Source: an optimization exercise on an open RTL-to-GDS flow (aim: small area). Production flows keep margins and buffers that such runs may drop. Only simulation tests tie the RTL to the original design; equivalence was not proved.

==> run a: inputs <==
## pelcod_packer
module pelcod_packer #(
    parameter RAW_MAX = 8
) (
    input  wire       clk,
    input  wire       rst,              
    input  wire [7:0] addr_i,           
    input  wire       sink_present_i,
    input  wire       cmd_valid,
    output wire       cmd_ready,
    input  wire [4:0] cmd_op,
    input  wire [31:0] cmd_arg,
    input  wire       raw_valid,
    output wire       raw_ready,
    input  wire [7:0] raw_data,
    input  wire       raw_last,
    input  wire       raw_none,
    output wire       snk_valid,
    input  wire       snk_ready,
    output wire [7:0] snk_data,
    output wire       snk_first,
    output wire       snk_last,
    output wire       snk_empty,
    input  wire       snk_done,
    input  wire       snk_fail,
    input  wire [7:0] snk_err,
    output wire       st_valid,
    output wire [2:0] st_code,
    output wire [7:0] st_err
);
clock: 25.0 ns
lec_check: 0
abc_area: 1
cap_margin: 20
core_margin: 2
core_utilization: 50
slew_margin: 20
standard.sh (not shown) runs the stock make flow with config.mk's settings and CLKGATE_MAP_FILE= SYNTH_SCRIPT=/design/flow/synth_recipe.tcl, a recipe that flattens the netlist after the stock synthesis.
==> flow/flow/run.sh <==
#!/bin/bash
# Layout flow: the standard flow (standard.sh) with three changes.
#  1. Synthesis: the standard synthesis script, but ORFS's scripts are
#     taken from a copy in which the adder extraction (extract_fa and the
#     adder techmap) and the Kogge-Stone carry-lookahead map are left out,
#     and ABC maps with flow/abc_area.script. Registers are untouched:
#     they are mapped by the same dfflibmap before ABC runs.
#  2. Port buffers use sky130_fd_sc_hd__buf_1.
#  3. The clock tree is built from clkbuf_8 without dummy loads.
# Each step's output goes to a log file of its own in this folder.
set -euo pipefail
here=$(pwd)
rm -rf "$here/scripts_mod"
cp -r "$FLOW_HOME/scripts" "$here/scripts_mod"
cp "$here/flow/abc_area.script" "$here/scripts_mod/abc_area.script"
cp "$here/flow/abc_area.script" "$here/scripts_mod/abc_speed.script"
sed -i 's|"-extra-map $::env(FLOW_HOME)/platforms/common/lcu_kogge_stone.v"|""|' "$here/scripts_mod/synth.tcl"
sed -i 's|^\(\s*\)extract_fa |\1#extract_fa |; s|^\(\s*\)techmap -map $::env(ADDER_MAP_FILE)|\1#techmap -map $::env(ADDER_MAP_FILE)|' "$here/scripts_mod/synth.tcl"
grep -q '#extract_fa' "$here/scripts_mod/synth.tcl"
SCRIPTS_DIR="$here/scripts_mod" bash standard.sh synth > "$here/log_synth.txt" 2>&1
export BUFFER_PORTS_ARGS="-buffer_cell sky130_fd_sc_hd__buf_1"
export CTS_ARGS="-sink_clustering_enable -repair_clock_nets -buf_list sky130_fd_sc_hd__clkbuf_8 -dont_use_dummy_load"
bash standard.sh > "$here/log_layout.txt" 2>&1
==> flow/flow/abc_area.script <==
strash
&get -n
&fraig -x
&put
scorr
dc2
strash
&get -n
&deepsyn -T 300
&put
strash
&get -n
&dch -f
&nf -R 1000
&put
topo
==> run b: changes against run a <==
--- a/flow/design.v
+++ b/flow/design.v
@@ -1,13 +1,14 @@
 module pelcod_scaler (
-    input  wire [7:0] taps,      
+    input  wire [1:0] t1,        
+    input  wire [1:0] tz,        
+    input  wire [1:0] t32,       
     input  wire [1:0] t64,       
     input  wire       zm,        
-    input  wire       mk4,       
+    input  wire       mk1,       
     input  wire [1:0] mk32,      
     input  wire       mk64,      
-    input  wire       mkzp,      
     input  wire       mkzn,      
     input  wire       neg,       
     input  wire [1:0] kd,        
     input  wire       ck,        
     input  wire [7:0] ckops,     
@@ -17,17 +18,13 @@
     output wire [1:0] cy_n,
     output wire       ph_n,
     output wire [1:0] s,         
     output wire [1:0] u          
 );
-    wire [1:0] zn  = taps[7:6];
-    wire [1:0] zp  = taps[5:4];
-    wire [1:0] t4  = taps[3:2];
-    wire [1:0] t32 = taps[1:0];
-    wire [1:0] nn  = {2{neg}};
-    wire [1:0] o1 = ck ? ckops[7:6] : zm ? (zp & {2{mkzp}})  : ((t4  & {2{mk4}}) ^ nn);
-    wire [1:0] o2 = ck ? ckops[5:4] : zm ? ~(zn & {2{mkzn}}) : ((t32 & mk32) ^ nn);
+    wire [1:0] nn = {2{neg}};
+    wire [1:0] o1 = ck ? ckops[7:6] : ((t1 & {2{mk1}}) ^ nn);
+    wire [1:0] o2 = ck ? ckops[5:4] : zm ? ~(tz & {2{mkzn}}) : ((t32 & mk32) ^ nn);
     wire [1:0] o3 = ck ? ckops[3:2] : zm ? 2'b00             : ((t64 & {2{mk64}}) ^ nn);
     wire [1:0] o4 = ck ? ckops[1:0] : kd;
     wire [3:0] sum = {2'b00, o1} + {2'b00, o2} + {2'b00, o3} + {2'b00, o4} + {2'b00, cy};
     assign cy_n = sum[3:2];
     assign ph_n = sum[1];
@@ -80,15 +77,15 @@
     reg  [63:0] B;
     reg  [4:0]  op_q;
     reg         first, empty;
     reg  [2:0]  ptr;                    
     reg  [1:0]  rs;                     
-    reg  [4:0]  s;                      
-    reg  [6:0]  X;                      
+    reg  [3:0]  s;                      
+    reg  [4:0]  X;                      
     reg         odd;
     reg  [1:0]  cy;
-    reg         ph, eq;
+    reg         ph;
     reg  [2:0]  kc;                     
     wire cmd_fire = cmd_valid && cmd_ready;
     wire [2:0] ptr_dec = ptr - 3'd1;
     wire raw_fire = raw_valid && raw_ready;
     wire snk_fire = snk_valid && snk_ready;
@@ -97,14 +94,15 @@
     wire        sg  = cmd_arg[31];
     wire        fnz = |F;
     wire        nan  = (&E) & fnz;
     wire        zero = ~(|E) & ~fnz;
     wire        fge  = F[22:18] >= 5'd13;           
-    wire        ge360 = (E > 8'd135) | ((E == 8'd135) & fge);
+    wire        ge360 = (E > 8'd135) | ((E == 8'd135) & (F >= 23'h33FF5D));
     wire        ge90  = (E > 8'd133) | ((E == 8'd133) & fge);
     wire        ge1   = E >= 8'd127;
     wire        tiny  = E < 8'd119;                 
+    wire        tinyt = tiny | ((E == 8'd119) & (F <= 23'h23D70A));
     wire        tinyz = E < 8'd110;                 
     wire        hi8   = |cmd_arg[31:8];
     wire        hi16  = |cmd_arg[31:16];
     wire        gt35999 = hi16 | (cmd_arg[15:0] > 16'd35999);
     wire        is_float = (cmd_op == 5'h19) | (cmd_op == 5'h1A) | (cmd_op == 5'h1B);
@@ -135,11 +133,11 @@
                     if (ge90)      begin a_const = 1'b1; a_kc = K_9000; end
                     else if (tiny) a_const = 1'b1;
                     else           a_mul = 1'b1;
                 end else begin
                     if (ge90)      begin a_const = 1'b1; a_kc = K_27000; end
-                    else if (tiny) begin a_const = 1'b1; a_kc = K_35999; end
+                    else if (tinyt) begin a_const = 1'b1; a_kc = K_35999; end
                     else begin a_mul = 1'b1; a_tpos = 1'b1; a_fix = 1'b1; end
                 end
             end
             5'h1B: begin
                 if (sg | tinyz) a_const = 1'b1;
@@ -154,11 +152,10 @@
     wire m_const = ~(kc[2] & kc[1]);
     wire kflag   = ~kc[0];
     wire m_mul  = is_fl & ~m_const;
     wire zm     = m_mul & op_q[1] & op_q[0];
     wire tpos   = m_mul & (op_q == 5'h1A) & kflag;
-    wire fixen  = m_mul & ((op_q == 5'h19) | kflag);
     wire sat6   = kflag;
     wire motion = (op_q >= 5'h01) & (op_q <= 5'h08);
     wire keep1  = (op_q == 5'h01) | (op_q == 5'h02) | ((op_q >= 5'h05) & (op_q <= 5'h08));
     wire keep2  = (op_q >= 5'h03) & (op_q <= 5'h08);
     wire [7:0] C1 = (op_q == 5'h0B) ? 8'h01 :
@@ -186,44 +183,41 @@
                     (op_q == 5'h18) ? 8'h55 :
                     (op_q == 5'h19) ? 8'h4B :
                     (op_q == 5'h1A) ? 8'h4D :
                     (op_q == 5'h1B) ? 8'h4F : 8'h00;
     wire [7:0] c12 = C1 | C2;                       
-    wire xhi  = X[6] & X[4];                        
+    wire xhi  = X[4];                               
     wire emit = xhi & ~X[3];
     wire d1ph = xhi & ~X[3] & X[2];
     wire ckph = xhi & X[3] & ~X[2];
     wire done = xhi & X[3] & X[2];
     wire comp = (state == S_SEND) & frame & ~done;
     wire [2:0] d = X[2:0];                          
     wire [1:0] t = d[1:0];
-    wire [1:0] rnd = (X == 7'd79) ? (odd ? 2'b01 : 2'b10) : 2'b00;
+    wire [1:0] rnd = (X == 5'd15) ? (odd ? 2'b01 : 2'b10) : 2'b00;
     wire [17:0] k36  = {2'b00, 16'd36000};
     wire [1:0]  k36d = k36[{d, 1'b0} +: 2];
     wire [1:0]  wdig = odd ? k36[{d, 1'b0} + 5'd1 +: 2] : k36d;
     wire [1:0]  kd   = ~tpos ? rnd :
-                       (s == 5'd0) ? 2'b11 :                
                        emit ? wdig : rnd;
-    wire       fix  = eq & fixen;
-    wire [7:0] k9f  = 8'h9F;
-    wire [1:0] d2f  = fix ? k9f[{t, 1'b0} +: 2] : B[57:56];
     wire [1:0] cy_n, u_mul, ssum;
     wire       ph_n;
     pelcod_scaler u_scaler (
-        .taps  ({B[23:22], B[7:6], B[5:4], B[2:1]}),
-        .t64   (B[1:0]),
+        .t1    (B[7:6]),
+        .tz    (B[23:22]),
+        .t32   (B[4:3]),
+        .t64   (B[3:2]),
         .zm    (zm),
-        .mk4   (~(s[4] | (s[3] & s[2] & (s[1] | s[0])))),    
-        .mk32  ({~(s[4] | (s[3] & s[2] & s[1])),              
-                 ~(s[4] | (&s[3:0]))}),                        
-        .mk64  (~(s[4] | (&s[3:0]))),
-        .mkzp  (~(s[4] | (s[3] & s[2]))),
-        .mkzn  (~(s[4] | s[3] | s[2])),
+        .mk1   (~(s[3] & s[2])),                              
+        .mk32  ({~(s[3] & s[2] & (s[1] | s[0])),              
+                 ~(s[3] & s[2] & s[1])}),                      
+        .mk64  (~(s[3] & s[2] & s[1])),
+        .mkzn  (~(s[3] | s[2])),
         .neg   (tpos),
         .kd    (kd),
         .ck    (ckph),
-        .ckops ({addr_q[{t, 1'b0} +: 2], c12[{t, 1'b0} +: 2], d2f, B[49:48]}),
+        .ckops ({addr_q[{t, 1'b0} +: 2], c12[{t, 1'b0} +: 2], B[57:56], B[49:48]}),
         .cy    (cy),
         .odd   (odd),
         .ph    (ph),
         .cy_n  (cy_n),
         .ph_n  (ph_n),
@@ -238,19 +232,19 @@
     wire [1:0] kdig  = kval[{d, 1'b0} +: 2];
     wire [1:0] s6dig = (d >= 3'd3) ? 2'b00 : (B[7:6] | {2{sat6}});
     wire [1:0] u = m_const ? kdig :
                    motion  ? s6dig :
                    m_mul   ? u_mul : B[7:6];
-    wire s_ge4    = |s[4:2];
+    wire s_ge4    = s[3] | s[2];
     wire dready   = s_ge4 | (first & (ptr[0] | empty));
     wire hdr      = frame & (~ptr[2] | (ptr == 3'd4));       
     wire rotating = (state == S_SEND) & ~hdr & (~frame | done) & ~dready;
     wire [1:0] top_in = rotating ? B[1:0] : d1ph ? (B[57:56] & {2{~motion | keep2}}) :
                         ckph ? ssum : u;
     wire [1:0] in55   = (comp & d1ph) ? (motion ? (B[57:56] & {2{keep1}}) : u) :
-                        (comp & ckph) ? d2f : B[57:56];
-    wire s_ge3  = (s >= 5'd3);
+                        B[57:56];
+    wire s_ge3  = s[3] | s[2] | (s[1] & s[0]);
     wire raw_ld = raw_fire & ~raw_none;
     wire raw_sh = (state == S_RAW) & ~raw_fire & ~s_ge3;
     wire sh_top = raw_sh | comp | rotating;         
     wire sh_low = raw_sh | comp | rotating | raw_ld;
     wire ld8    = raw_ld | ((state == S_WAIT) & snk_done);
@@ -258,57 +252,56 @@
         if (ld8)
             B[63:56] <= (state == S_RAW) ? raw_data : snk_err;
         else if (sh_top)
             B[63:56] <= {top_in, B[63:58]};
         if (cmd_fire)
-            B[29:0] <= {1'b1, cmd_arg[22:0], 6'b000000};
+            B[29:2] <= {1'b1, cmd_arg[22:0], 4'b0000};
         else if (sh_low)
-            B[29:0] <= B[31:2];
+            B[29:2] <= B[31:4];
+        if (sh_low)
+            B[1:0] <= B[3:2];
         if (sh_low)
             B[55:30] <= {in55, B[55:32]};
     end
     always @(posedge clk) begin
         if (cmd_fire) begin
             op_q    <= cmd_op;
             first   <= 1'b1;
             empty   <= 1'b0;
             ptr     <= is_raw ? 3'd0 : 3'd1;
             rs      <= 2'b10;                   
-            s       <= is_raw ? 5'd3 : 5'd0;
-            X       <= a_mul ? E[7:1] + (a_zm ? 7'd13 : 7'd5) : 7'd80;
+            s       <= is_raw ? 4'd3 : 4'd0;
+            X       <= a_mul ? E[5:1] + (a_zm ? 5'd13 : 5'd6) : 5'd16;
             odd     <= a_mul & E[0];
-            cy      <= {1'b0, a_zm & ~(|cmd_arg[15:0])};
-            eq      <= 1'b1;
+            cy      <= a_tpos ? 2'b11 : {1'b0, a_zm & ~(|cmd_arg[15:0])};    
             kc      <= illegal                      ? ST_ILLEGAL_OP :
                        (is_float & nan)             ? ST_ILLEGAL_ARG :
                        (~is_raw & ~sink_present_i)  ? ST_SINK_ABSENT :
                        a_const ? a_kc : {2'b11, ~(a_tpos | (|cmd_arg[7:6] & ~is_float))};
         end else begin
             if (raw_fire) begin
                 kc    <= ST_SINK_ABSENT;               
-                s     <= 5'd0;
+                s     <= 4'd0;
                 first <= 1'b1;
                 empty <= raw_none;
                 if (~raw_none)
                     ptr <= ptr_dec;
                 rs <= ptr_dec[0] ? ptr_dec[2:1] : ptr_dec[2:1] - 2'd1;
-            end else if (s != 5'd31)
-                s <= s + 5'd1;
+            end else if (s != 4'd15)
+                s <= s + 4'd1;
             if (snk_done && state == S_WAIT)
                 kc <= snk_fail ? ST_SINK_FAIL : ST_OK;
             if (snk_fire) begin
                 first <= 1'b0;
                 ptr   <= ptr + 3'd1;
                 if (~hdr)
-                    s <= 5'd0;
+                    s <= 4'd0;
             end
             if (comp) begin
-                X  <= X + 7'd1;
+                X  <= X + 5'd1;
                 cy <= (d1ph & (&X[1:0])) ? 2'b00 : cy_n;    
                 ph <= ph_n;
-                if (emit)
-                    eq <= eq & (u == k36d);
             end
         end
     end
     always @(posedge clk) begin
         if (rst) begin
@@ -352,13 +345,13 @@
                 S_STAT: state <= S_IDLE;
                 default: state <= S_IDLE;
             endcase
         end
     end
-    wire sched = (ptr == 3'd1) ? (|s[4:2]) :
-                 (ptr == 3'd2) ? (s[4] | (s[3] & s[2])) :
-                 (ptr == 3'd3) ? s[4] : (s[4] & s[3]);
+    wire sched = (ptr == 3'd1) ? (|X[4:2]) :
+                 (ptr == 3'd2) ? (X[4] | (X[3] & X[2])) :
+                 (ptr == 3'd3) ? X[4] : (X[4] & X[3]);
     reg [7:0] hbyte;
     always @(*) begin
         case (ptr[1:0])
             2'd1:    hbyte = 8'hFF;
             2'd2:    hbyte = addr_q;
==> flow/flow/abc_area.script (replaced) <==
strash
&get -n
&fraig -x
&put
scorr
dc2
strash
&get -n
&deepsyn -T 30
&put
strash
&get -n
&dch -f
&nf -R 1000
&put
topo
==> impl_metrics.json <==
{
  "design_area_um2": 6470,
  "worst-slew-pin-transition_ns": 1.12,
  "maxPowerGroup": "combinational logic",
  "yosys.cell_types.count": 54,
  "nonClkBufAreaFrac_pct": 5.80,
  "firstDrtPassIters": 9,
  "drtIter0Drc": 670,
  "outcome": "finished clean",
  "routedWlPerCell_um": 21.9
}
-- figures above: run b

==> impl_metrics.json <==
{
  "firstDrtPassIters": 17,
  "routedWlPerCell_um": 21.9,
  "cp_num_buf_inv": 1,
  "cts_max_level": 3,
  "maxPowerGroup": "registers",
  "design_area_um2": 6660,
  "outcome": "finished clean",
  "die_h_um": 113,
  "largestClassByArea": "registers",
  "nonClkBufAreaFrac_pct": 5.86,
  "yosys.cell_types.count": 55,
  "async_flop_share_pct": 0,
  "synth_top_family_by_area": "simple AND/OR/NAND/NOR gates",
  "drtIter0Drc": 625,
  "antenna_found_initial": 0,
  "worst-slew-pin-transition_ns": 0.872,
  "crit_cells": 8
}
-- figures above: run a

[what the ideal ports hide]
Ports are ideal in the flow. The routed layouts listed here were re-timed in OpenROAD. Step 1 sets driving cells, clkbuf_16 on the clock port and buf_2 on the other inputs (assumed; they add their load-dependent delay and slew). Step 2 adds t to the input delays and takes it off the output delays; t is the mean of the earliest and latest rising clock arrival at the registers after step 1. Input paths then give back, and output paths get back, about the clock's delay inside the block. Three values: ideal, step 1, step 2; two values: the first two.
run	t (ns)	setup slack, ns	hold WS [ns]	cell pins on the clock port's net
run a	0.405	16.834 / 16.797 / 16.917	0.411 / 0.411 / 0.411	1
run b	0.413	16.576 / 16.538 / 16.841	0.409 / 0.409 / 0.409	1
After both steps every run listed still meets setup and hold.
